Context: an optimization exercise on an open-source flow, tuned for small area, a short achievable clock period and few clock cycles. The choices shown serve that exercise and are no tape-out recipe. The RTL was checked by simulation tests, not by an equivalence proof against the original design. No activity file was given, so power comes from the tool's default toggle rates.

$ cat design/flow/run.sh
#!/bin/bash
# synth_recipe.tcl (not shown) runs the flow's synth.tcl, then flattens the netlist and writes it again
# the make line also repeats each setting of config.mk as NAME=value (left out here)
make -C /OpenROAD-flow-scripts/flow DESIGN_CONFIG=/design/flow/config.mk WORK_HOME=/design/flow/orfs CLKGATE_MAP_FILE= SYNTH_SCRIPT=/design/flow/synth_recipe.tcl finish
$ cat design/flow/config.mk
export PLATFORM = sky130hd
export DESIGN_NAME = wsprer_ddfs
export DESIGN_NICKNAME = wsprer_ddfs
export VERILOG_FILES = /design/flow/design.v
export SDC_FILE = /design/flow/constraint.sdc
export NUM_CORES = 4
export LEC_CHECK = 0
export ABC_CLOCK_PERIOD_IN_PS = 4500
export CAP_MARGIN = 20
export CORE_MARGIN = 2
export CORE_UTILIZATION = 40
export PLACE_DENSITY = 0.6
export SETUP_SLACK_MARGIN = 5
export SLEW_MARGIN = 20
export TNS_END_PERCENT = 0
$ cat design/flow/constraint.sdc
create_clock -name core_clock -period 10.0 [get_ports {clk}]
set_input_delay 2.0000 -clock core_clock [delete_from_list [all_inputs] [get_ports {clk}]]
set_output_delay 2.0000 -clock core_clock [all_outputs]
set_load 0.01 [all_outputs]
$ cat design/flow/design.v
module wsprer_incdiv #(
    parameter integer NDIG = 5
) (
    input             clk,
    input             rst,
    input             load,
    input             sel,
    input      [31:0] clk_a,
    input      [5:0]  blen_a,      
    input      [31:0] clk_b,
    input      [5:0]  blen_b,      
    input      [63:0] target,
    input      [6:0]  blen_t,      
    output            running,
    output     [31:0] op_clk,
    output     [5:0]  op_blen,
    output     [63:0] inc,
    output            valid
);
    localparam integer NR_MAX = 66;
    localparam integer M_MAX  = (NR_MAX + NDIG - 1) / NDIG;
    localparam integer QW     = NR_MAX;             
    reg  [31:0]   c_r;
    reg  [5:0]    cb_r;
    reg  [59:0]   d_r;        
    reg           bad;        
    reg  [63:0]   s_r, k_r;   
    reg  [QW-1:0] q_r, qm_r;  
    reg  [4:0]    cnt;
    reg           qp_r, qm_r1;         
    reg  [NDIG-1:0] dp_r, dm_r;        
    reg           done_r;     
    assign running = !done_r;
    assign op_clk  = c_r;
    assign op_blen = cb_r;
    wire [31:0] c_in  = sel ? clk_a : clk_b;
    wire [5:0]  cb_in = sel ? blen_a : blen_b;
    function [7:0] nraw(input [5:0] bc, input [6:0] bt);
        nraw = {2'b0, bc} + 8'd63 - {1'b0, bt};
    endfunction
    function [4:0] mcyc(input [7:0] nr);      
        reg [7:0] v;
        begin
            v = (nr < 8'd34) ? 8'd34 : (nr > NR_MAX) ? NR_MAX : nr;
            mcyc = (v + NDIG - 1) / NDIG;
        end
    endfunction
    function [2:0] rpad(input [7:0] nr);       
        reg [7:0] v;
        begin
            v = (nr < 8'd34) ? 8'd34 : (nr > NR_MAX) ? NR_MAX : nr;
            rpad = ((v + NDIG - 1) / NDIG) * NDIG - v;
        end
    endfunction
    function badops(input [5:0] bc, input [6:0] bt, input [7:0] nr);
        badops = (bc == 6'd0) || (bt == 7'd0) || (bt > 7'd61) ||
                 (nr < 8'd34) || (nr > NR_MAX);
    endfunction
    wire [7:0] nr_a = nraw(blen_a, blen_t);
    wire [7:0] nr_b = nraw(blen_b, blen_t);
    wire [4:0] m_in = sel ? mcyc(nr_a) : mcyc(nr_b);
    wire [2:0] r_in = sel ? rpad(nr_a) : rpad(nr_b);
    wire       bad_in = sel ? badops(blen_a, blen_t, nr_a) : badops(blen_b, blen_t, nr_b);
    wire [5:0]  lz_c = 6'd32 - cb_in;
    wire [31:0] cn   = c_in << lz_c[4:0];
    wire [63:0] w0   = {4'd0, cn, 28'd0} >> r_in;
    wire [6:0]  sh_t = 7'd61 - blen_t;
    wire [60:0] dn   = target[60:0] << sh_t[5:0];
    function [63:0] xsel(input p, input m, input [59:0] d);
        xsel = p ? {4'b1110, ~d} : m ? {4'b0001, d} : 64'd0;
    endfunction
    function [3:0] est_after(input [63:0] s, input [63:0] k, input p, input m, input [59:0] d);
        reg [63:0] a, b, x, sn, kn;
        begin
            a  = {s[62:0], 1'b0};
            b  = {k[62:0], 1'b0};
            x  = xsel(p, m, d);
            sn = a ^ b ^ x;
            kn = {((a & b) | (a & x) | (b & x)), 1'b0};
            est_after = sn[62:59] + kn[62:59];
        end
    endfunction
    reg [63:0]     s_n, k_n, x, a2, b2;
    reg            qp, qm, np_p, nm_p, np_z, nm_z, np_m, nm_m, nxt_p, nxt_m;
    reg [3:0]      e_p, e_z, e_m;
    reg [NDIG-1:0] dp, dm;       
    integer i;
    always @* begin
        s_n = s_r;
        k_n = k_r;
        qp  = qp_r;
        qm  = qm_r1;
        for (i = NDIG - 1; i >= 0; i = i - 1) begin
            e_p  = est_after(s_n, k_n, 1'b1, 1'b0, d_r);
            e_z  = est_after(s_n, k_n, 1'b0, 1'b0, d_r);
            e_m  = est_after(s_n, k_n, 1'b0, 1'b1, d_r);
            np_p = !e_p[3];  nm_p = e_p[3] && (e_p != 4'hF);
            np_z = !e_z[3];  nm_z = e_z[3] && (e_z != 4'hF);
            np_m = !e_m[3];  nm_m = e_m[3] && (e_m != 4'hF);
            nxt_p = qp ? np_p : qm ? np_m : np_z;
            nxt_m = qp ? nm_p : qm ? nm_m : nm_z;
            dp[i] = qp;
            dm[i] = qm;
            a2    = {s_n[62:0], 1'b0};
            b2    = {k_n[62:0], 1'b0};
            x     = xsel(qp, qm, d_r);
            s_n   = a2 ^ b2 ^ x;
            k_n   = {((a2 & b2) | (a2 & x) | (b2 & x)), 1'b0} | {63'd0, qp};
            qp    = nxt_p;
            qm    = nxt_m;
        end
    end
    wire [NDIG:0]   v    = {1'b0, dp_r} - {1'b0, dm_r};
    wire [NDIG-1:0] vm1  = dp_r + ~dm_r;          
    wire            vge0 = (dp_r >= dm_r);
    wire            vge1 = (dp_r > dm_r);
    wire [QW-1:0]   q_n  = {(vge0 ? q_r[QW-1-NDIG:0] : qm_r[QW-1-NDIG:0]), v[NDIG-1:0]};
    wire [QW-1:0]   qm_n = {(vge1 ? q_r[QW-1-NDIG:0] : qm_r[QW-1-NDIG:0]), vm1};
    localparam integer J33 = 33 / NDIG;
    localparam integer O33 = 33 % NDIG;
    localparam integer LW  = 33 + O33;
    wire            dec33 = (cnt == J33);
    wire [LW:0]     q_lo  = {1'b0, q_n[LW-1:0]}  - (1 << O33);
    wire [LW:0]     qm_lo = {1'b0, qm_n[LW-1:0]} - (1 << O33);
    wire [QW-1:0]   q_d   = dec33 ? {{(QW-LW){q_lo[LW]}} | q_n[QW-1:LW], q_lo[LW-1:0]} : q_n;
    wire [QW-1:0]   qm_d  = dec33 ? {{(QW-LW){qm_lo[LW]}} | qm_n[QW-1:LW], qm_lo[LW-1:0]} : qm_n;
    wire [63:0]   wsum  = s_r + k_r;
    wire          ok_q  = !bad && (q_n[QW-1:64] == 0)  && (q_n[63:32] != 32'hFFFF_FFFF);
    wire          ok_qm = !bad && (qm_n[QW-1:64] == 0) && (qm_n[63:32] != 32'hFFFF_FFFF);
    assign inc   = wsum[63] ? qm_n[63:0] : q_n[63:0];
    assign valid = wsum[63] ? ok_qm : ok_q;
    always @(posedge clk) begin
        done_r <= rst || (cnt == 5'd1) || (done_r && !load);
        if (rst)
            cnt <= 5'd0;
        else if (load)
            cnt <= m_in;
        else if (cnt != 5'd0)
            cnt <= cnt - 5'd1;
        if (load) begin
            c_r  <= c_in;
            cb_r <= cb_in;
            d_r  <= dn[59:0];
            bad  <= bad_in;
        end
        s_r   <= load ? w0 : s_n;
        k_r   <= load ? 64'd0 : k_n;
        q_r   <= load ? {QW{1'b0}} : q_d;
        qm_r  <= load ? {QW{1'b1}} : qm_d;
        qp_r  <= load || qp;          
        qm_r1 <= !load && qm;
        dp_r  <= load ? {NDIG{1'b0}} : dp;
        dm_r  <= load ? {NDIG{1'b0}} : dm;
    end
endmodule
module wsprer_ddfs (
    input             clk,
    input             rst,
    input             bus_we,
    input             bus_re,
    input      [5:0]  bus_addr,
    input      [31:0] bus_wdata,
    output reg [31:0] bus_rdata,
    output            busy,
    input      [31:0] lines_avail,
    input             sched_ready,
    input             lines_lost,
    output     [31:0] line_out,
    output     [31:0] line_oe
);
    localparam [31:0] CONFIG_VAL = 32'h0002_0204;
    localparam [31:0] LINES_HI   = 32'h001F_0000;
    localparam [1:0] ST_STOPPED = 2'd0, ST_INIT = 2'd1, ST_RUN = 2'd2, ST_FATAL = 2'd3;
    localparam [2:0] R_OK = 3'd0, R_CONFIG = 3'd1, R_CONFLICT = 3'd2, R_ILLEGAL = 3'd3;
    localparam [2:0] E_IDLE = 3'd0, E_LOAD = 3'd1, E_DRIVE = 3'd2, E_DELAY = 3'd3, E_SLACK = 3'd4;
    reg [31:0] clk_hz, target_lo, target_hi, underrun_cnt, acc, clk_act, x_reg;
    reg [63:0] inc;
    reg [1:0]  state;
    reg        stop_pending, stalled, ph, own;
    reg [2:0]  result, e_phase;
    reg [3:0]  out, pat_a;
    reg [4:0]  pin_base;
    reg [32:0] dcnt;           
    reg [31:0] fifo [0:3];
    reg [1:0]  rd_ptr, wr_ptr;
    reg [2:0]  level;
    reg        pend;
    reg        pend_is_start;
    reg [4:0]  pend_pb;
    reg [3:0]  pend_pat;
    reg        pend_pr;
    assign busy = pend;
    assign line_oe  = own ? (32'h0000_000F << pin_base) : 32'd0;
    assign line_out = own ? ({28'd0, out} << pin_base) : 32'd0;
    wire        wr_ok  = bus_we && (bus_addr[1:0] == 2'b00);
    wire        rd_ok  = bus_re && (bus_addr[1:0] == 2'b00);
    wire [3:0]  wr_reg = bus_addr[5:2];
    wire        cmd_wr = wr_ok && (wr_reg == 4'h0) && !pend;
    wire [31:0] w      = bus_wdata;
    wire dec_nop   = (w == 32'h0000_0000);
    wire dec_start = (w[3:0] == 4'h1) && ((w & 32'hFFFF_0E00) == 32'd0);
    wire dec_setf  = (w[3:0] == 4'h2) && ((w & 32'hFFFF_FFE0) == 32'd0);
    wire dec_stop  = (w[3:0] == 4'h3) && ((w & 32'hFFFF_FFE0) == 32'd0);
    wire dec_clr   = (w == 32'h0000_0004);
    wire dec_ill   = !(dec_nop || dec_start || dec_setf || dec_stop || dec_clr);
    wire div_start = cmd_wr && (dec_start || dec_setf);
    wire st_stopped = (state == ST_STOPPED);
    wire st_init    = (state == ST_INIT);
    wire st_run     = (state == ST_RUN);
    wire st_fatal   = (state == ST_FATAL);
    function [5:0] bitlen32(input [31:0] v);
        integer i;
        begin
            bitlen32 = 6'd0;
            for (i = 0; i < 32; i = i + 1)
                if (v[i]) bitlen32 = i + 1;
        end
    endfunction
    reg  [5:0] bl_hz, bl_act, bl_lo, bl_hi;
    wire [5:0] bl_w   = bitlen32(bus_wdata);
    wire [6:0] blen_t = (bl_hi != 6'd0) ? {1'b0, bl_hi} + 7'd32 : {1'b0, bl_lo};
    wire        div_run;
    wire        div_valid;
    wire [63:0] div_inc;
    wire [31:0] div_clk;
    wire [5:0]  div_blen;
    wsprer_incdiv #(.NDIG(4)) u_incdiv (
        .clk     (clk),
        .rst     (rst),
        .load    (!pend),
        .sel     (w[0]),                   
        .clk_a   (clk_hz),
        .blen_a  (bl_hz),
        .clk_b   (clk_act),
        .blen_b  (bl_act),
        .target  ({target_hi, target_lo}),
        .blen_t  (blen_t),
        .running (div_run),
        .op_clk  (div_clk),
        .op_blen (div_blen),
        .inc     (div_inc),
        .valid   (div_valid)
    );
    wire c_ok    = cmd_wr && (dec_nop || dec_stop || dec_clr);
    wire c_ill   = cmd_wr && dec_ill;
    wire c_clr   = cmd_wr && dec_clr;
    wire td_host = cmd_wr && dec_stop && (st_init || (st_run && w[4]));
    wire sp_set  = cmd_wr && dec_stop && st_run && !w[4];
    wire exec  = pend && !div_run;
    wire ex_st = exec && pend_is_start;
    wire ex_sf = exec && !pend_is_start;
    wire [28:0] avail4;
    genvar gp;
    generate
        for (gp = 0; gp < 29; gp = gp + 1) begin : g_av
            assign avail4[gp] = &lines_avail[gp+3:gp];
        end
    endgenerate
    wire [31:0] pb_oh    = 32'd1 << pend_pb;
    wire        avail_ok = |(avail4 & pb_oh[28:0]);
    wire st_can = ex_st && st_stopped && div_valid;        
    wire st_ok  = st_can && avail_ok;
    wire sf_ok  = ex_sf && (st_init || st_run) && div_valid;
    wire own_h  = st_ok || (own && !td_host);
    wire loss   = lines_lost && own_h;
    wire clear  = loss || td_host;               
    wire [1:0] state_h = loss ? ST_FATAL : st_ok ? ST_INIT : td_host ? ST_STOPPED : state;
    wire       sp_h    = !clear && (stop_pending || sp_set);
    wire       stall_h = !clear && stalled;      
    wire [2:0] eph_h   = clear ? E_IDLE : e_phase;
    wire       empty_h = clear || (level == 3'd0);
    wire       full_h  = !clear && (level == 3'd4);
    wire e_load  = (eph_h == E_LOAD);
    wire e_drive = (eph_h == E_DRIVE);
    wire e_delay = (eph_h == E_DELAY);
    wire e_slack = (eph_h == E_SLACK);
    wire pop     = e_load && !sp_h && !empty_h;
    wire stall1  = e_load && !sp_h && empty_h && !stall_h;    
    wire torn    = e_drive && sp_h;
    wire drive   = e_drive && !sp_h;
    reg [2:0] eph_e;
    always @* begin
        eph_e = eph_h;
        if (e_load && (sp_h || !empty_h))
            eph_e = E_DRIVE;
        if (e_drive)
            eph_e = sp_h ? E_IDLE : (x_reg != 32'd0) ? E_DELAY : E_SLACK;
        if (e_delay && dcnt == 33'd1)
            eph_e = E_SLACK;
        if (e_slack && dcnt[0])
            eph_e = E_LOAD;
    end
    wire push = !torn && (state_h == ST_INIT || state_h == ST_RUN) && sched_ready && !full_h;
    wire        new_ops = (ex_st && st_stopped && div_valid) || sf_ok;
    wire [31:0] acc_new = (pend_is_start || pend_pr) ? 32'd0 : acc;
    wire [63:0] sum_old = {32'd0, acc} + inc;
    wire [63:0] sum_new = {32'd0, acc_new} + div_inc;
    wire [63:0] sch_sum = new_ops ? sum_new : sum_old;
    wire       flush    = clear || st_ok || torn;
    wire [2:0] lvl_up   = level + 3'd1;
    wire [2:0] lvl_dn   = level - 3'd1;
    wire [2:0] level_n  = flush ? {2'd0, push} :
                          (push && !pop) ? lvl_up : (pop && !push) ? lvl_dn : level;
    wire       teardown = clear || torn;
    wire [1:0] state_s  = torn ? ST_STOPPED : state_h;
    wire       promote  = st_init && !clear && (level == 3'd3) && push;
    reg [2:0] result_n;
    always @* begin
        result_n = result;
        if (c_ok)  result_n = R_OK;
        if (c_ill) result_n = R_ILLEGAL;
        if (ex_st)
            result_n = st_fatal ? R_CONFIG : !st_stopped ? R_CONFLICT :
                       (!avail_ok || !div_valid) ? R_CONFIG : R_OK;
        if (ex_sf)
            result_n = (!(st_init || st_run) || !div_valid) ? R_CONFIG : R_OK;
    end
    wire [31:0] ucnt_up  = (underrun_cnt != 32'hFFFF_FFFF) ? underrun_cnt + 32'd1 : underrun_cnt;
    wire [31:0] ucnt_n   = st_ok ? 32'd0 :
                           c_clr ? {31'd0, stall1} :
                           stall1 ? ucnt_up : underrun_cnt;
    wire [31:0] status = {7'd0, e_phase, out, own, ph, 5'd0, level, 1'b0, result,
                          stalled, stop_pending, state};
    reg [31:0] rd_val;
    always @* begin
        case (bus_addr[5:2])
            4'h1:    rd_val = status;
            4'h2:    rd_val = clk_hz;
            4'h3:    rd_val = target_lo;
            4'h4:    rd_val = target_hi;
            4'h5:    rd_val = underrun_cnt;
            4'h6:    rd_val = inc[31:0];
            4'h7:    rd_val = inc[63:32];
            4'h8:    rd_val = acc;
            4'h9:    rd_val = CONFIG_VAL;
            4'hA:    rd_val = 32'd0;                        
            4'hB:    rd_val = LINES_HI | {20'd0, pat_a, 3'd0, pin_base};
            4'hC:    rd_val = clk_act;
            4'hD:    rd_val = x_reg;
            default: rd_val = 32'd0;                        
        endcase
    end
    always @(posedge clk) begin
        if (rst) begin
            clk_hz        <= 32'd0;
            target_lo     <= 32'd0;
            target_hi     <= 32'd0;
            bl_hz         <= 6'd0;
            bl_lo         <= 6'd0;
            bl_hi         <= 6'd0;
            bl_act        <= 6'd0;
            underrun_cnt  <= 32'd0;
            acc           <= 32'd0;
            clk_act       <= 32'd0;
            x_reg         <= 32'd0;
            inc           <= 64'd0;
            state         <= ST_STOPPED;
            stop_pending  <= 1'b0;
            stalled       <= 1'b0;
            ph            <= 1'b0;
            own           <= 1'b0;
            result        <= R_OK;
            e_phase       <= E_IDLE;
            out           <= 4'd0;
            pat_a         <= 4'd0;
            pin_base      <= 5'd0;
            rd_ptr        <= 2'd0;
            wr_ptr        <= 2'd0;
            level         <= 3'd0;
            pend          <= 1'b0;
            bus_rdata     <= 32'd0;
        end else begin
            if (wr_ok && wr_reg == 4'h2) begin clk_hz    <= bus_wdata; bl_hz <= bl_w; end
            if (wr_ok && wr_reg == 4'h3) begin target_lo <= bus_wdata; bl_lo <= bl_w; end
            if (wr_ok && wr_reg == 4'h4) begin target_hi <= bus_wdata; bl_hi <= bl_w; end
            if (st_ok) begin
                clk_act  <= div_clk;
                bl_act   <= div_blen;
                pin_base <= pend_pb;
                pat_a    <= pend_pat;
            end
            if (st_ok || sf_ok)
                inc <= div_inc;
            if (push)
                acc <= sch_sum[31:0];
            else if (st_ok || (sf_ok && pend_pr))
                acc <= 32'd0;
            if (pop)
                x_reg <= fifo[rd_ptr];
            underrun_cnt  <= ucnt_n;
            result        <= result_n;
            state         <= promote ? ST_RUN : state_s;
            e_phase       <= teardown ? E_IDLE : promote ? E_LOAD : eph_e;
            stop_pending  <= !torn && sp_h;
            stalled       <= !torn && (e_load ? (!sp_h && empty_h) : stall_h);
            own           <= !teardown && own_h;
            ph            <= !teardown && !st_ok && (drive ? !ph : ph);
            out           <= teardown ? 4'd0 : st_ok ? ~pend_pat :
                             drive ? (ph ? ~pat_a : pat_a) : out;
            rd_ptr        <= flush ? wr_ptr : pop ? rd_ptr + 2'd1 : rd_ptr;
            wr_ptr        <= push ? wr_ptr + 2'd1 : wr_ptr;
            level         <= level_n;
            pend          <= div_start || (pend && !exec);
            bus_rdata     <= rd_ok ? rd_val : 32'd0;
        end
        if (e_phase == E_DRIVE)
            dcnt <= (x_reg != 32'd0) ? {x_reg, 1'b0} : 33'd2;
        else if (e_phase == E_DELAY && dcnt == 33'd1)
            dcnt <= 33'd2;
        else
            dcnt <= dcnt - 33'd1;
        if (level != 3'd4)
            fifo[wr_ptr] <= sch_sum[63:32];
        if (div_start) begin
            pend_is_start <= dec_start;
            pend_pb       <= w[8:4];
            pend_pat      <= w[15:12];
            pend_pr       <= w[4];
        end
    end
endmodule
==> impl_metrics.env, run 1 <==
export IMPL_drv_slew=0
export IMPL_synthArstFlopShare=0
export IMPL_drtIter0Drc=5896
export IMPL_core_um2=154000
export IMPL_yosys_warnings=2
export IMPL_top_regs="fifo x128, inc x64, u_incdiv.s_r x64"
export IMPL_hold_start="bl_lo[3]$_SDFFE_PP0P_"
export IMPL_synthCells=7341
export IMPL_tightest_slew_ps=1136
export IMPL_io_pins=173
export IMPL_finalPower_mw=9.250
export IMPL_area_growth_pct=13.44
export IMPL_grt_util_all_layers=0.2865
export IMPL_synthTopCellsByCount="nand2_1 (1183), dfxtp_1 (672), nor2_1 (628)"
export IMPL_worstReg2RegEnd="u_incdiv.s_r[37]$_DFF_P_"
export IMPL_dr_pass1_iters=6
export IMPL_max_freq_ghz=0.1547
export IMPL_grt_pass1_wl_mm=343.9
export IMPL_drt_wl_total_mm=232.1
export IMPL_vias_per_cell=5.868
export IMPL_design_area_um2=70330
export IMPL_worst_r2r_path_depth=25
export IMPL_die_y_um=397.7
export IMPL_ys_seq_area_frac=0.3318
export IMPL_crit_start="u_incdiv.k_r[60]$_SDFF_PN0_"
export IMPL_ant_nets=0
export IMPL_fin_nets=7858
export IMPL_dieArea_um2=158200
export IMPL_yosysUniqueCellTypes=100
export IMPL_tritoncts="built"
export IMPL_die_x_um=397.7
export IMPL_whs_path_depth=2
export IMPL_grt_pass1_vias=52310
export IMPL_yosysTopAreaCellShare=0.2170
export IMPL_yosys_register_bits=909
export IMPL_dpl_cell_area_um2=65530
export IMPL_finalSetupTns_ps=0
export IMPL_end_kind="flip-flop"
export IMPL_crit_end="u_incdiv.s_r[37]$_DFF_P_"
export IMPL_highest_layer="met5"
export IMPL_powerDensity_nw_per_um2=131.5
export IMPL_cts_buffers=103
export IMPL_synth_top_area_cell="dfxtp_1"
export IMPL_cts_hold_buf=0
export IMPL_grt_start_max_net_pins=124
export IMPL_drive_gt1_frac=0.08408
export IMPL_antenna_found_initial=8
export IMPL_setup_violations=0
export IMPL_rows=144
export IMPL_finalHoldViolCount=0
export IMPL_syn_nets=7912
export IMPL_hp_class="reg2reg"
export IMPL_hpwl_mm=168.4
export IMPL_start_kind="flip-flop"
export IMPL_h_tree_depth=3
export IMPL_r2r_slack_ps=3530
export IMPL_clkTransAtPathRegs_ps=60
export IMPL_fin_ws_ps=3535
export IMPL_wl_met1_mm=97.81
export IMPL_worstSkewPairLatency_ps=750
export IMPL_grt_overflow=0
export IMPL_skew_ps=31.82
export IMPL_status="no timing/DRC/antenna violations"
export IMPL_worstPathArrival_ps=7100
export IMPL_clock_root_buffer="clkbuf_16"
export IMPL_largest_reg_flops=128
export IMPL_critPathMaxFanout=50
export IMPL_rsz0062_at_grt="yes"
export IMPL_yosysMostFrequentCell="nand2_1"
export IMPL_wl_met2_mm=103.6
export IMPL_ys_flop_type="dfxtp_1"
export IMPL_clock_sinks=909
export IMPL_synth_edff_count=237
export IMPL_num_vias=55290
export IMPL_cts_buffer_depth=3
export IMPL_syn_area_per_cell_um2=8.446
export IMPL_yosys_top_cells_area="dfxtp_1 (22%), edfxtp_1 (11%), fa_1 (8.6%)"
export IMPL_period_minus_slack_ps=6465
export IMPL_regMostFlops="fifo"
export IMPL_relSlewSlack=0.2349
export IMPL_path_class="reg2reg"
export IMPL_reg2reg_from="u_incdiv.k_r[60]$_SDFF_PN0_"
export IMPL_start_util=0.4025
export IMPL_route_detailed_drc=0
export IMPL_critical_path_required_ps=10640
export IMPL_drt_wirelength_per_cell_um=24.64
export IMPL_dr_wl_met3_mm=21.36
export IMPL_irDropWorstVdd_uv=140.2
export IMPL_gp_congestion=1.032
export IMPL_place_ws_ps=2093
export IMPL_io_buffer_count=172
export IMPL_syn_area_um2=62000
export IMPL_p_leak_nw=28.11
export IMPL_cap_violations=0
export IMPL_post_route_period_util=0.6465
[kinds of logic after synthesis]
group                      share of synthesized area
adders and majority gates                     0.1320
AOI/OAI and AO/OA                             0.1603
and+or+nand+nor                               0.1928
muxes                                        0.08030
xor gates and xnor gates                     0.04635
DFF                                           0.3318
buffers and inverters                        0.05653
[metal layers]
metal,vias up,global-route usage
met2,2334,0.4476
met3,422,0.05768
met4,10,0.1005
met1,27140,0.3929
met5,-,0
li1,25380,-
[stage by stage]
stage | instances | utilization | hold slack [ps]
6_report | 9422 | 0.4566 | 468.2
5_1_grt | 9418 | 0.4565 | 495.2
4_1_cts | 9406 | 0.4549 | 470.7
3_5_place_dp | 9163 | 0.4254 | 462.7
3_3_place_gp | 9163 | 0.4254 | 443.6
2_1_floorplan | 7341 | - | 435.7
[worst min path at each step]
stage | slack, ps | end
2_1_floorplan | 440 | target_hi[29]$_SDFFE_PP0P_
3_3_place_gp | 440 | bl_lo[2]$_SDFFE_PP0P_
3_5_place_dp | 460 | bl_lo[3]$_SDFFE_PP0P_
4_1_cts | 470 | bl_lo[3]$_SDFFE_PP0P_
5_1_grt | 500 | bl_hi[2]$_SDFFE_PP0P_
6_report | 470 | bl_lo[3]$_SDFFE_PP0P_
[cell type report]
class                      instances  area [µm²]
multi-input combinational       5532       38860
clock buffer                     136        2849
inverter                         415        1570
sequential                       909       20590
clock inverter                    56       690.7
antenna                            4       10.01
tap                             2044        2557
timing repair buffer             326        3206
fill                           15020       83720
[timing repair]
action | CTS | global route
cloned | 10 | 0
endpoints found under the hold margin | 0 | 0
buffers inserted | 41 | 9
gates resized for setup | 111 | 22
pin swaps | 28 | 12
setup endpoints to repair | 594 | 613
[cells in the final DEF, fill, tap and decap left out, types with 32 or more instances in the layout]
cell type           n
nor3_1            138
nand2b_1           39
xor2_1            141
mux2i_1           356
inv_1             397
clkdlybuf4s50_1   170
nand4_1            44
o21ai_0           306
and3_1             68
nor4_1             50
nor2_1            616
buf_4             132
a22o_1             37
clkbuf_16         106
a211oi_1           71
and2_1            153
xnor2_1           162
mux2_2             47
nand3_1           188
nand2_1          1179
a221oi_1           38
nor2b_1            34
mux4_2             38
o211ai_1           34
fa_1              255
edfxtp_1          237
ha_1              224
a21o_1             74
a31oi_1            82
dfxtp_1           664
a21oi_1           584
a22oi_1            61
a222oi_1           32
[power breakdown]
group | leakage [nW] | internal [mW] | switching, mW | total, mW
clock network | 1.73 | 2.29 | 1.73 | 4.02
logic | 18.4 | 0.585 | 0.818 | 1.40
registers | 7.96 | 3.79 | 0.0397 | 3.83
total | 28.1 | 6.67 | 2.58 | 9.25
[critical path, stage by stage (launching register included)]
cell	delay [ps]
dfxtp_1	350
inv_1	90
ha_1	400
ha_1	430
nand3_1	200
and2_1	210
xnor2_1	150
o211ai_1	120
o31a_1	120
o22a_4	250
buf_12	200
fa_1	650
inv_1	100
ha_1	330
ha_1	370
nor2_1	130
nor2_1	60
xnor2_1	220
xnor3_1	310
a21oi_4	190
a31o_4	230
buf_16	170
a21oi_4	70
fa_1	510
a222oi_1	350
inv_1	70
Testbench counts, summed over its fixed seeds: cycles 4,344.
==> run 2: changes to the inputs <==
--- a/design/flow/config.mk
+++ b/design/flow/config.mk
@@ -9,6 +9,6 @@
 export CAP_MARGIN = 20
 export CORE_MARGIN = 2
-export CORE_UTILIZATION = 40
-export PLACE_DENSITY = 0.6
+export CORE_UTILIZATION = 50
+export PLACE_DENSITY = 0.65
 export SETUP_SLACK_MARGIN = 5
 export SLEW_MARGIN = 20
==> run 2 against run 1 <==
Net effect:
- cell count fell by 4.6%
- clock power rose by 2%
- largest cell class unchanged
- still clean
- first-iteration DRC count rose by 2.6%
==> impl_metrics.env, run 2 <==
export IMPL_status="no timing/DRC/antenna violations"
export IMPL_die_y_um=356.1
export IMPL_finalSetupTns_ps=0
export IMPL_synth_edff_count=237
export IMPL_grt_overflow=0
export IMPL_tritoncts="built"
export IMPL_worstSkewPairLatency_ps=740
export IMPL_synthCells=7341
export IMPL_clock_root_buffer="clkbuf_16"
export IMPL_crit_chain="ha_1, inv_1, fa_1, nor2b_1, o21ai_2, nor3b_1, nand3_1, a21o_2, o21ai_4, nand3_4, nand2_1, nand2_1, ha_1, o21ai_0, a21o_1, o311ai_0, buf_4, a21bo_2, a41o_1, a211o_4, o2111ai_2, or4_1, xor2_1, mux2_2"
export IMPL_ys_flop_type="dfxtp_1"
export IMPL_top_regs="fifo x128, inc x64, u_incdiv.s_r x64"
export IMPL_powerDensity_nw_per_um2=132.8
export IMPL_grt_pass1_wl_mm=334.2
export IMPL_grt_start_max_net_pins=163
export IMPL_yosysUniqueCellTypes=100
export IMPL_max_freq_ghz=0.1525
export IMPL_drt_wl_total_mm=223.6
export IMPL_crit_path_max_incr_delay_ps=490
export IMPL_seqPwrFrac=0.414
export IMPL_ys_seq_area_frac=0.3318
export IMPL_drtIter0Drc=6049
export IMPL_gp_congestion=1.015
export IMPL_worstPathArrival_ps=7000
export IMPL_tightest_slew_ps=1115
export IMPL_finalPower_mw=9.233
export IMPL_start_util=0.5028
export IMPL_setup_violations=0
export IMPL_io_pins=173
export IMPL_path_class="reg2reg"
export IMPL_ant_nets=0
export IMPL_worst_hold_slack_ps=458.0
export IMPL_antenna_found_initial=10
export IMPL_p_int_mw=6.725
export IMPL_h_tree_depth=3
export IMPL_drive_gt1_frac=0.07834
export IMPL_post_route_period_util=0.6557
export IMPL_relSlewSlack=0.2506
export IMPL_regMostFlops="fifo"
export IMPL_rows=129
export IMPL_core_um2=123300
export IMPL_switching_share=0.2717
export IMPL_drv_slew=0
export IMPL_fin_nets=7834
export IMPL_syn_nets=7912
export IMPL_dieArea_um2=126800
export IMPL_path_depth=24
export IMPL_synthArstFlopShare=0
export IMPL_whs_path_depth=2
export IMPL_route_detailed_drc=0
export IMPL_skew_ps=41.05
export IMPL_grt_pass1_vias=52810
export IMPL_combPwrFrac=0.140
export IMPL_cap_violations=0
export IMPL_cts_buffers=102
export IMPL_synthTopCellsByCount="nand2_1 (1183), dfxtp_1 (672), nor2_1 (628)"
export IMPL_hpwl_mm=162.7
export IMPL_yosys_register_bits=909
export IMPL_p_leak_nw=27.98
export IMPL_mostFrequentLayoutCells="nand2_1 (1179), dfxtp_1 (666), nor2_1 (619), a21oi_1 (588), inv_1 (401)"
export IMPL_cp_slowest_cell="or4_1"
export IMPL_yosysTopAreaCellShare=0.2170
export IMPL_largest_reg_flops=128
export IMPL_period_minus_slack_ps=6557
export IMPL_yosys_warnings=2
export IMPL_clock_sinks=909
export IMPL_clock_power_share=0.446
export IMPL_irDropWorstVdd_uv=150.1
export IMPL_die_x_um=356.1
export IMPL_io_buffer_count=172
export IMPL_clkTransAtPathRegs_ps=60
export IMPL_grt_util_all_layers=0.3453
export IMPL_drt_wirelength_per_cell_um=24.86
export IMPL_worst_r2r_path_depth=24
export IMPL_start_kind="flip-flop"
export IMPL_path_buf_inv=2
export IMPL_end_kind="flip-flop"
export IMPL_critical_path_required_ps=10450
export IMPL_syn_area_per_cell_um2=8.446
export IMPL_critPathMaxFanout=14
export IMPL_yosysMostFrequentCell="nand2_1"
export IMPL_synth_top_area_cell="dfxtp_1"
export IMPL_vias_per_cell=6.154
export IMPL_area_growth_pct=12.16
export IMPL_crit_family="compound AO/OA/AOI/OAI gates"
export IMPL_syn_area_um2=62000
export IMPL_num_vias=55340
export IMPL_hp_class="reg2reg"
export IMPL_rsz0062_at_grt="yes"
export IMPL_switching_power_mw=2.509
export IMPL_cts_buffer_depth=3
export IMPL_postLayoutCoreUtil=0.5639
export IMPL_dr_pass1_iters=10
export IMPL_mostFrequentLayoutCell="nand2_1"
export IMPL_finalHoldViolCount=0
export IMPL_yosys_top_cells_area="dfxtp_1 (22%), edfxtp_1 (11%), fa_1 (8.6%)"
==> run 2: cell counts after synthesis <==
Identical to the previous run, type by type.
==> run 2: path summary, 6_finish.rpt <==
check	from	endpoint	slack, ps
hold / removal	bl_lo[4]$_SDFFE_PP0P_	bl_lo[4]$_SDFFE_PP0P_	460
hold reg to reg	bl_lo[4]$_SDFFE_PP0P_	bl_lo[4]$_SDFFE_PP0P_	460
setup reg to reg	u_incdiv.k_r[59]$_SDFF_PN0_	fifo[0][29]$_DFFE_PP_	3440
setup / recovery	u_incdiv.k_r[59]$_SDFF_PN0_	fifo[0][29]$_DFFE_PP_	3440
==> run 2: worst reg2reg max path, delay by kind of cell, from the launching register on <==
kind,cells,cell delay (ps)
fa+ha+maj,3,790
compound gates,10,2760
mux,1,320
xor+xnor,1,150
simple gates,7,1660
flops,1,340
buf+inv,2,290
==> run 2: repair_timing <==
| item | 4_1_cts | 5_1_grt |
|---|---|---|
| pin swaps | 18 | 10 |
| gates resized for setup | 77 | 19 |
| gates cloned | 9 | 0 |
| setup buffers | 27 | 5 |
| hold buffers | 0 | 0 |
| endpoints found under the setup margin | 547 | 595 |
==> run 2: final cells by class <==
class / count / area (µm²)
Fill cell: 11260 / 53770
Multi-Input combinational cell: 5531 / 38710
Sequential cell: 909 / 20590
Timing Repair Buffer: 304 / 2973
Clock buffer: 129 / 2755
Tap cell: 1637 / 2048
Inverter: 415 / 1572
Clock inverter: 65 / 882.1
Antenna cell: 3 / 7.507
==> run 2: routing by layer <==
metal / global-route usage / vias up / share of wire
met5: 0 / - / 0.00030
met3: 0.08020 / 556 / 0.098
li1: - / 25350 / -
met1: 0.4540 / 26800 / 0.40
met2: 0.5375 / 2631 / 0.45
met4: 0.1641 / 10 / 0.052
==> run 2: per-stage QoR <==
step / setup WS, ps / area, µm² / std cells
2_1_floorplan: 3341 / 62260 / 7341
3_3_place_gp: 2286 / 65030 / 8755
3_5_place_dp: 2095 / 65030 / 8755
4_1_cts: 3512 / 69410 / 8985
5_1_grt: 3209 / 69530 / 8990
6_report: 3443 / 69540 / 8993
==> run 2: power groups by stage <==
stage / registers (mW) / clock network (mW) / logic, mW
global route: 3.83 / 4.30 / 1.42
floorplan: 3.89 / 0 / 0.834
finish: 3.83 / 4.12 / 1.29
CTS: 3.82 / 4.15 / 1.28
global placement: 3.91 / 0 / 1.13
detailed placement: 3.91 / 0 / 1.16
==> run 2: cell families (layout without fill, tap and decap cells) <==
kind of cell             count (synthesis)  count (layout)  share of synthesized area
AND/OR/NAND/NOR                       2673            2676                     0.1928
adder cells (fa/ha/maj)                495             495                     0.1320
XOR/XNOR                               321             321                    0.04635
AO/OA/AOI/OAI                         1594            1595                     0.1603
multiplexers                           444             444                    0.08030
buffers and inverters                  905             913                    0.05653
other                                    0               3                          0
flip-flops                             909             909                     0.3318
==> run 3: changes to the inputs <==
--- a/design/flow/config.mk
+++ b/design/flow/config.mk
@@ -9,6 +9,6 @@
 export CAP_MARGIN = 20
 export CORE_MARGIN = 2
-export CORE_UTILIZATION = 50
-export PLACE_DENSITY = 0.65
+export CORE_UTILIZATION = 60
+export PLACE_DENSITY = 0.72
 export SETUP_SLACK_MARGIN = 5
 export SLEW_MARGIN = 20
==> run 3 against run 2 <==
Net effect:
- global-route usage grew 6.1 points
- still clean
- via count grew 1.6%
- largest power group unchanged
- register-to-register slack gained 140 ps
==> impl_metrics.env, run 3 <==
export IMPL_fin_ws_ps=3585
export IMPL_route_detailed_drc=0
export IMPL_regMostFlops="fifo"
export IMPL_worstReg2RegEnd="u_incdiv.s_r[54]$_DFF_P_"
export IMPL_drv_slew=0
export IMPL_vias_per_cell=6.418
export IMPL_synthArstFlopShare=0
export IMPL_powerDensity_nw_per_um2=132.5
export IMPL_tightest_slew_ps=1119
export IMPL_dr_wl_met3_mm=23.77
export IMPL_period_minus_slack_ps=6415
export IMPL_yosysMostFrequentCell="nand2_1"
export IMPL_cap_violations=0
export IMPL_crit_family="adder cells"
export IMPL_grt_start_max_net_pins=93
export IMPL_io_pins=173
export IMPL_grt_overflow=0
export IMPL_yosysUniqueCellTypes=100
export IMPL_gp_congestion=1.035
export IMPL_drt_wl_total_mm=220.0
export IMPL_area_growth_pct=12.06
export IMPL_syn_nets=7912
export IMPL_hp_class="reg2reg"
export IMPL_tritoncts="built"
export IMPL_clock_power_share=0.426
export IMPL_synthTopCellsByCount="nand2_1 (1183), dfxtp_1 (672), nor2_1 (628)"
export IMPL_io_buffer_count=172
export IMPL_mostFrequentLayoutCell="nand2_1"
export IMPL_h_tree_depth=3
export IMPL_yosys_top_cells_area="dfxtp_1 (22%), edfxtp_1 (11%), fa_1 (8.6%)"
export IMPL_worstPathArrival_ps=6950
export IMPL_ys_seq_area_frac=0.3318
export IMPL_relSlewSlack=0.2538
export IMPL_num_vias=56210
export IMPL_die_y_um=325.5
export IMPL_start_kind="flip-flop"
export IMPL_critPathMaxFanout=7
export IMPL_path_buf_inv=5
export IMPL_ys_flop_type="dfxtp_1"
export IMPL_finalHoldViolCount=0
export IMPL_skew_ps=52.96
export IMPL_dieArea_um2=105900
export IMPL_core_um2=102200
export IMPL_clkTransAtPathRegs_ps=60
export IMPL_yosys_warnings=2
export IMPL_highest_layer="met5"
export IMPL_r2r_slack_ps=3590
export IMPL_drtIter0Drc=6959
export IMPL_irDropWorstVdd_uv=179.9
export IMPL_cts_buffer_depth=3
export IMPL_grt_pass1_wl_mm=331.2
export IMPL_hpwl_mm=159.1
export IMPL_post_route_period_util=0.6415
export IMPL_clock_root_buffer="clkbuf_16"
export IMPL_syn_area_per_cell_um2=8.446
export IMPL_syn_area_um2=62000
export IMPL_largest_reg_flops=128
export IMPL_cp_slowest_cell="fa_1"
export IMPL_rsz0062_at_grt="yes"
export IMPL_die_x_um=325.5
export IMPL_ant_nets=0
export IMPL_seqPwrFrac=0.415
export IMPL_critical_path_required_ps=10540
export IMPL_drt_wirelength_per_cell_um=25.12
export IMPL_fin_nets=7865
export IMPL_place_ws_ps=2017
export IMPL_switching_share=0.2802
export IMPL_hold_end="bl_lo[2]$_SDFFE_PP0P_"
export IMPL_grt_pass1_vias=53830
export IMPL_worstSkewPairLatency_ps=730
export IMPL_p_leak_nw=28.16
export IMPL_setup_violations=0
export IMPL_end_kind="flip-flop"
export IMPL_synth_top_area_cell="dfxtp_1"
export IMPL_finalSetupTns_ps=0
export IMPL_synthCells=7341
export IMPL_path_depth=26
export IMPL_clock_sinks=909
export IMPL_cts_buffers=100
export IMPL_synth_edff_count=237
export IMPL_yosys_register_bits=909
export IMPL_mostFrequentLayoutCells="nand2_1 (1178), dfxtp_1 (665), nor2_1 (620), a21oi_1 (581), inv_1 (401)"
export IMPL_p_int_mw=6.627
export IMPL_wl_met2_mm=98.30
export IMPL_switching_power_mw=2.581
export IMPL_yosysTopAreaCellShare=0.2170
export IMPL_worst_r2r_path_depth=26
export IMPL_max_freq_ghz=0.1559
export IMPL_start_util=0.6068
export IMPL_drive_gt1_frac=0.08551
export IMPL_final_cells=8758
export IMPL_combPwrFrac=0.159
export IMPL_path_class="reg2reg"
export IMPL_reg2reg_from="u_incdiv.k_r[58]$_SDFF_PN0_"
export IMPL_whs_path_depth=2
export IMPL_antenna_found_initial=10
export IMPL_status="no timing/DRC/antenna violations"
export IMPL_hold_start="bl_lo[2]$_SDFFE_PP0P_"
export IMPL_cts_hold_buf=0
export IMPL_wl_met1_mm=83.49
export IMPL_finalPower_mw=9.208
export IMPL_rows=117
export IMPL_crit_path_max_incr_delay_ps=590
export IMPL_dp_cells=8486
export IMPL_top_regs="fifo x128, inc x64, u_incdiv.s_r x64"
export IMPL_grt_util_all_layers=0.4058
export IMPL_dr_pass1_iters=9
run 3: changes by cell type in the layout (fill, tap and decap cells not counted), sizes merged, moves of 2 or more:
cell    change
bufinv      -9
buf        +30
diode       +8
inv         +7
a21o        +2
clkinv      -2
run 3: timing repair:
| item | CTS | global route |
|---|---|---|
| setup buffers | 54 | 6 |
| cloned | 12 | 2 |
| pin swaps | 33 | 12 |
| gates resized for setup | 112 | 19 |
| endpoints found under the setup margin | 605 | 549 |
run 3: worst max path at each step:
| stage | startpoint | to |
|---|---|---|
| detailed placement | u_incdiv.k_r[59]$_SDFF_PN0_ | fifo[3][30]$_DFFE_PP_ |
| global route | u_incdiv.k_r[58]$_SDFF_PN0_ | u_incdiv.s_r[44]$_DFF_P_ |
| CTS | u_incdiv.d_r[59]$_DFFE_PN_ | u_incdiv.s_r[54]$_DFF_P_ |
| floorplan | u_incdiv.d_r[59]$_DFFE_PN_ | u_incdiv.s_r[42]$_DFF_P_ |
| finish | u_incdiv.k_r[58]$_SDFF_PN0_ | u_incdiv.s_r[54]$_DFF_P_ |
| global placement | u_incdiv.k_r[30]$_SDFF_PN0_ | fifo[0][22]$_DFFE_PP_ |
run 3: logic make-up (layout without fill, tap and decap cells):
kind of cell	Yosys count	in the layout	share of synthesized area
DFF	909	909	0.3318
other	0	11	0
buffers and inverters	905	937	0.05653
muxes	444	444	0.08030
xor gates and xnor gates	321	321	0.04635
adders and majority gates	495	495	0.1320
AOI/OAI and AO/OA	1594	1598	0.1603
and+or+nand+nor	2673	2675	0.1928
run 3: power groups by stage:
stage	Sequential [mW]	Combinational, mW	Clock (mW)
after detailed placement	3.91	1.16	0
after floorplan	3.89	0.834	0
after global routing	3.83	1.58	4.07
after CTS	3.82	1.43	3.93
after global placement	3.90	1.11	0
final	3.82	1.46	3.92
run 3: worst min-delay path: stages, from the launching register on:
cell and delay (ps):
dfxtp_1 320, nand2_1 50, a21oi_1 50
run 3: layout make-up:
cell class | instances | area [µm²]
Multi-Input combinational cell | 5533 | 38830
Antenna cell | 11 | 27.53
Tap cell | 1368 | 1712
Fill cell | 8559 | 32700
Clock inverter | 60 | 679.4
Sequential cell | 909 | 20590
Clock buffer | 127 | 2790
Inverter | 415 | 1579
Timing Repair Buffer | 335 | 3267
run 3: metal layers:
| layer | track usage | vias to the layer above |
|---|---|---|
| li1 | - | 25430 |
| met1 | 0.5216 | 26980 |
| met2 | 0.6320 | 3126 |
| met3 | 0.09586 | 674 |
| met4 | 0.2228 | 8 |
| met5 | 0 | - |
run 3: per-stage QoR:
step | instance area (µm²) | hold slack (ps) | util
final | 69480 | 469.8 | 0.6800
after global routing | 69460 | 484.5 | 0.6797
after CTS | 69310 | 465.6 | 0.6783
after detailed placement | 64680 | 457.6 | 0.6330
after global placement | 64680 | 445.8 | 0.6330
after floorplan | 62260 | 435.7 | -
==> run 4: changes to the inputs <==
--- a/design/flow/config.mk
+++ b/design/flow/config.mk
@@ -9,6 +9,6 @@
 export CAP_MARGIN = 20
 export CORE_MARGIN = 2
-export CORE_UTILIZATION = 60
-export PLACE_DENSITY = 0.72
+export CORE_UTILIZATION = 70
+export PLACE_DENSITY = 0.8
 export SETUP_SLACK_MARGIN = 5
 export SLEW_MARGIN = 20
==> run 4 against run 3 <==
Net effect:
- clock-buffer cell count down 6
- sequential share of layout area is 0.17 points higher
- worst setup slack lost 70 ps
- die area shrank 14%
- sequential power about the same
- hold slack got worse by 5.9 ps
- clock skew shrank 17 ps
- clock power fell by 2%
- first-iteration DRC count is 6.1% higher
- synthesized cell count is the same
- largest cell class unchanged
- highest routed layer unchanged
==> impl_metrics.env, run 4 <==
export IMPL_yosys_top_cells_area="dfxtp_1 (22%), edfxtp_1 (11%), fa_1 (8.6%)"
export IMPL_r2r_slack_ps=3520
export IMPL_cts_buffers=97
export IMPL_p_leak_nw=28.03
export IMPL_worstSkewPairLatency_ps=730
export IMPL_yosysUniqueCellTypes=100
export IMPL_regMostFlops="fifo"
export IMPL_drive_gt1_frac=0.08169
export IMPL_switching_power_mw=2.569
export IMPL_dr_pass1_iters=10
export IMPL_place_ws_ps=2070
export IMPL_gp_congestion=1.034
export IMPL_grt_use_met1=0.5704
export IMPL_path_class="reg2reg"
export IMPL_grt_pass1_vias=54920
export IMPL_drt_wl_total_mm=218.9
export IMPL_end_kind="flip-flop"
export IMPL_status="no timing/DRC/antenna violations"
export IMPL_whs_path_depth=2
export IMPL_io_pins=173
export IMPL_top_regs="fifo x128, inc x64, u_incdiv.s_r x64"
export IMPL_powerDensity_nw_per_um2=131.7
export IMPL_hp_class="reg2reg"
export IMPL_synth_simple_area_share=0.1928
export IMPL_synthTopCellsByCount="nand2_1 (1183), dfxtp_1 (672), nor2_1 (628)"
export IMPL_clock_power_share=0.422
export IMPL_rsz0062_at_grt="yes"
export IMPL_antenna_found_initial=7
export IMPL_syn_nets=7912
export IMPL_start_kind="flip-flop"
export IMPL_start_util=0.7037
export IMPL_p_int_mw=6.532
export IMPL_drtIter0Drc=7385
export IMPL_synthAdderAreaFrac=0.1320
export IMPL_clock_sinks=909
export IMPL_seqPwrFrac=0.421
export IMPL_area_growth_pct=11.41
export IMPL_route_detailed_drc=0
export IMPL_max_freq_ghz=0.1542
export IMPL_critical_path_required_ps=10650
export IMPL_top_usage_layer="met2"
export IMPL_yosysMostFrequentCell="nand2_1"
export IMPL_grt_pass1_wl_mm=325.0
export IMPL_drt_wirelength_per_cell_um=25.67
export IMPL_rows=109
export IMPL_num_vias=57650
export IMPL_irDropWorstVdd_uv=154.8
export IMPL_die_y_um=301.6
export IMPL_cts_buffer_depth=3
export IMPL_relSlewSlack=0.2244
export IMPL_synth_edff_count=237
export IMPL_cts_hold_buf=0
export IMPL_dieArea_um2=90970
export IMPL_hold_end="bl_lo[3]$_SDFFE_PP0P_"
export IMPL_critPathMaxFanout=7
export IMPL_fin_nets=7844
export IMPL_ys_flop_type="dfxtp_1"
export IMPL_synthArstFlopShare=0
export IMPL_grt_start_max_net_pins=87
export IMPL_period_minus_slack_ps=6485
export IMPL_grt_util_all_layers=0.4676
export IMPL_synth_top_family_by_area="simple AND/OR/NAND/NOR gates"
export IMPL_largest_reg_flops=128
export IMPL_mostFrequentLayoutCell="nand2_1"
export IMPL_fin_ws_ps=3515
export IMPL_synth_top_area_cell="dfxtp_1"
export IMPL_drv_slew=0
export IMPL_cap_violations=0
export IMPL_vias_per_cell=6.761
export IMPL_syn_area_um2=62000
export IMPL_skew_ps=36.35
export IMPL_reg2reg_from="u_incdiv.d_r[58]$_DFFE_PN_"
export IMPL_worst_r2r_path_depth=27
export IMPL_setup_violations=0
export IMPL_mostFrequentLayoutCells="nand2_1 (1179), dfxtp_1 (665), nor2_1 (620), a21oi_1 (580), inv_1 (402)"
export IMPL_finalHoldViolCount=0
export IMPL_post_route_period_util=0.6485
export IMPL_finalSetupTns_ps=0
export IMPL_switching_share=0.2823
export IMPL_die_x_um=301.6
export IMPL_synthXorXnorAreaFrac=0.04635
export IMPL_yosys_warnings=2
export IMPL_ys_seq_area_frac=0.3318
export IMPL_ant_nets=0
export IMPL_worstReg2RegEnd="u_incdiv.qm_r1$_DFF_P_"
export IMPL_syn_area_per_cell_um2=8.446
export IMPL_combPwrFrac=0.157
export IMPL_hold_start="bl_lo[3]$_SDFFE_PP0P_"
export IMPL_synth_compound_area_share=0.1603
export IMPL_worstPathArrival_ps=7140
export IMPL_yosys_register_bits=909
export IMPL_tritoncts="built"
export IMPL_synthCells=7341
export IMPL_clock_root_buffer="clkbuf_16"
export IMPL_io_buffer_count=172
export IMPL_met3_usage=0.1356
export IMPL_yosysTopAreaCellShare=0.2170
export IMPL_synthMuxAreaShare=0.08030
export IMPL_core_um2=88100
export IMPL_tightest_slew_ps=1151
export IMPL_grt_overflow=0
export IMPL_clkTransAtPathRegs_ps=70
export IMPL_met2_usage=0.7086
export IMPL_h_tree_depth=3
export IMPL_hpwl_mm=152.6
run 4: cell types whose count changed in the layout (fill, tap and decap cells not counted), moves of 4 or more:
cell,delta
buf_4,-21
clkinv_1,+9
diode_2,-6
clkinv_4,-5
inv_2,-4
run 4: critical path: stages, from the launching register on:
cell and delay, ps:
edfxtp_1 420, buf_4 180, mux2i_4 190, fa_2 640
inv_1 70, ha_1 280, ha_1 160, inv_1 60
fa_1 430, xor2_1 140, nor3b_1 70, or4b_1 460
o311a_1 160, o31a_4 400, inv_6 110, a21oi_1 110
fa_2 630, inv_1 80, ha_4 290, inv_2 80
ha_1 310, a21o_1 190, a21oi_2 180, mux2i_4 90
xor2_1 150, mux2i_1 190, xnor2_1 160, and3_1 170
run 4: worst max path at each step:
stage / from / to
floorplan: u_incdiv.d_r[59]$_DFFE_PN_ / u_incdiv.s_r[42]$_DFF_P_
global placement: u_incdiv.d_r[59]$_DFFE_PN_ / u_incdiv.s_r[44]$_DFF_P_
detailed placement: u_incdiv.k_r[59]$_SDFF_PN0_ / fifo[1][20]$_DFFE_PP_
CTS: u_incdiv.k_r[58]$_SDFF_PN0_ / u_incdiv.s_r[57]$_DFF_P_
global route: u_incdiv.k_r[58]$_SDFF_PN0_ / u_incdiv.s_r[54]$_DFF_P_
finish: u_incdiv.d_r[58]$_DFFE_PN_ / u_incdiv.qm_r1$_DFF_P_
run 4: logic make-up after synthesis:
| family | count (synthesis) |
|---|---|
| adders and majority gates | 495 |
| and+or+nand+nor | 2673 |
| xor gates and xnor gates | 321 |
| muxes | 444 |
| DFF | 909 |
| buffers and inverters | 905 |
| AOI/OAI and AO/OA | 1594 |
run 4: cell type report:
cell class | count | area (µm²)
Sequential cell | 909 | 20590
Clock buffer | 121 | 2670
Tap cell | 1165 | 1458
Antenna cell | 5 | 12.51
Inverter | 415 | 1578
Timing Repair Buffer | 318 | 3226
Clock inverter | 62 | 683.2
Multi-Input combinational cell | 5532 | 38860
Fill cell | 6169 | 19030
run 4: per-stage QoR:
| stage | cells | power [mW] | util | cell area (µm²) | hold slack, ps |
|---|---|---|---|---|---|
| global placement | 8279 | 4.989 | 0.7306 | 64370 | 445.6 |
| floorplan | 7341 | 4.727 | - | 62260 | 435.7 |
| CTS | 8508 | 8.963 | 0.7803 | 68750 | 456.5 |
| global route | 8522 | 9.335 | 0.7839 | 69060 | 480.0 |
| detailed placement | 8279 | 5.042 | 0.7306 | 64370 | 447.7 |
| finish | 8527 | 9.100 | 0.7840 | 69070 | 463.9 |
run 4: routing by layer:
| layer | vias to the layer above | routed length [µm] | share of wire |
|---|---|---|---|
| met2 | 3984 | 94640 | 0.43 |
| met4 | 4 | 19630 | 0.090 |
| met1 | 27200 | 76750 | 0.35 |
| met5 | - | 27 | 0.00012 |
| met3 | 1068 | 27870 | 0.13 |
| li1 | 25390 | - | - |
run 4: repair_timing:
| item | in CTS | in global routing |
|---|---|---|
| buffers inserted | 34 | 12 |
| gates cloned | 12 | 2 |
| resized for setup | 98 | 42 |
| pin swaps | 22 | 20 |
| endpoints found under the setup margin | 593 | 555 |
run 4: power by group through the flow:
stage	Clock, mW	Combinational, mW	Sequential [mW]
2_1_floorplan	0	0.834	3.89
3_3_place_gp	0	1.08	3.90
3_5_place_dp	0	1.14	3.91
4_1_cts	3.81	1.32	3.83
5_1_grt	3.97	1.53	3.83
6_report	3.84	1.43	3.83

## re-timing with driven ports
No port has a modelled driver above. Below, the same layouts with a new extraction and two added sets of constraints. Step 1, drivers: a clkbuf_16 drives clk and a buf_2 each remaining input, both assumed. Step 2 adds t to the input delays and takes it off the output delays; t is the mean of the earliest and latest rising clock arrival at the registers after step 1. Input paths then give back, and output paths get back, about the clock's delay inside the block. Slacks: ideal ports / drivers / drivers and shift; pairs: ideal ports / drivers.
run | t, ns | slack for setup (ns) | cell pins on the clock port's net
run 1 | 0.816 | 3.535 / 3.535 / 2.894 | 1
run 2 | 0.792 | 3.443 / 3.443 / 2.963 | 1
run 3 | 0.774 | 3.585 / 3.585 / 2.869 | 1
run 4 | 0.782 | 3.515 / 3.515 / 2.903 | 1
After both steps every run listed still meets setup and hold. For run 3, which loses most, drivers alone change the setup slack by 0.000 ns; drivers and shift together by -0.716 ns.
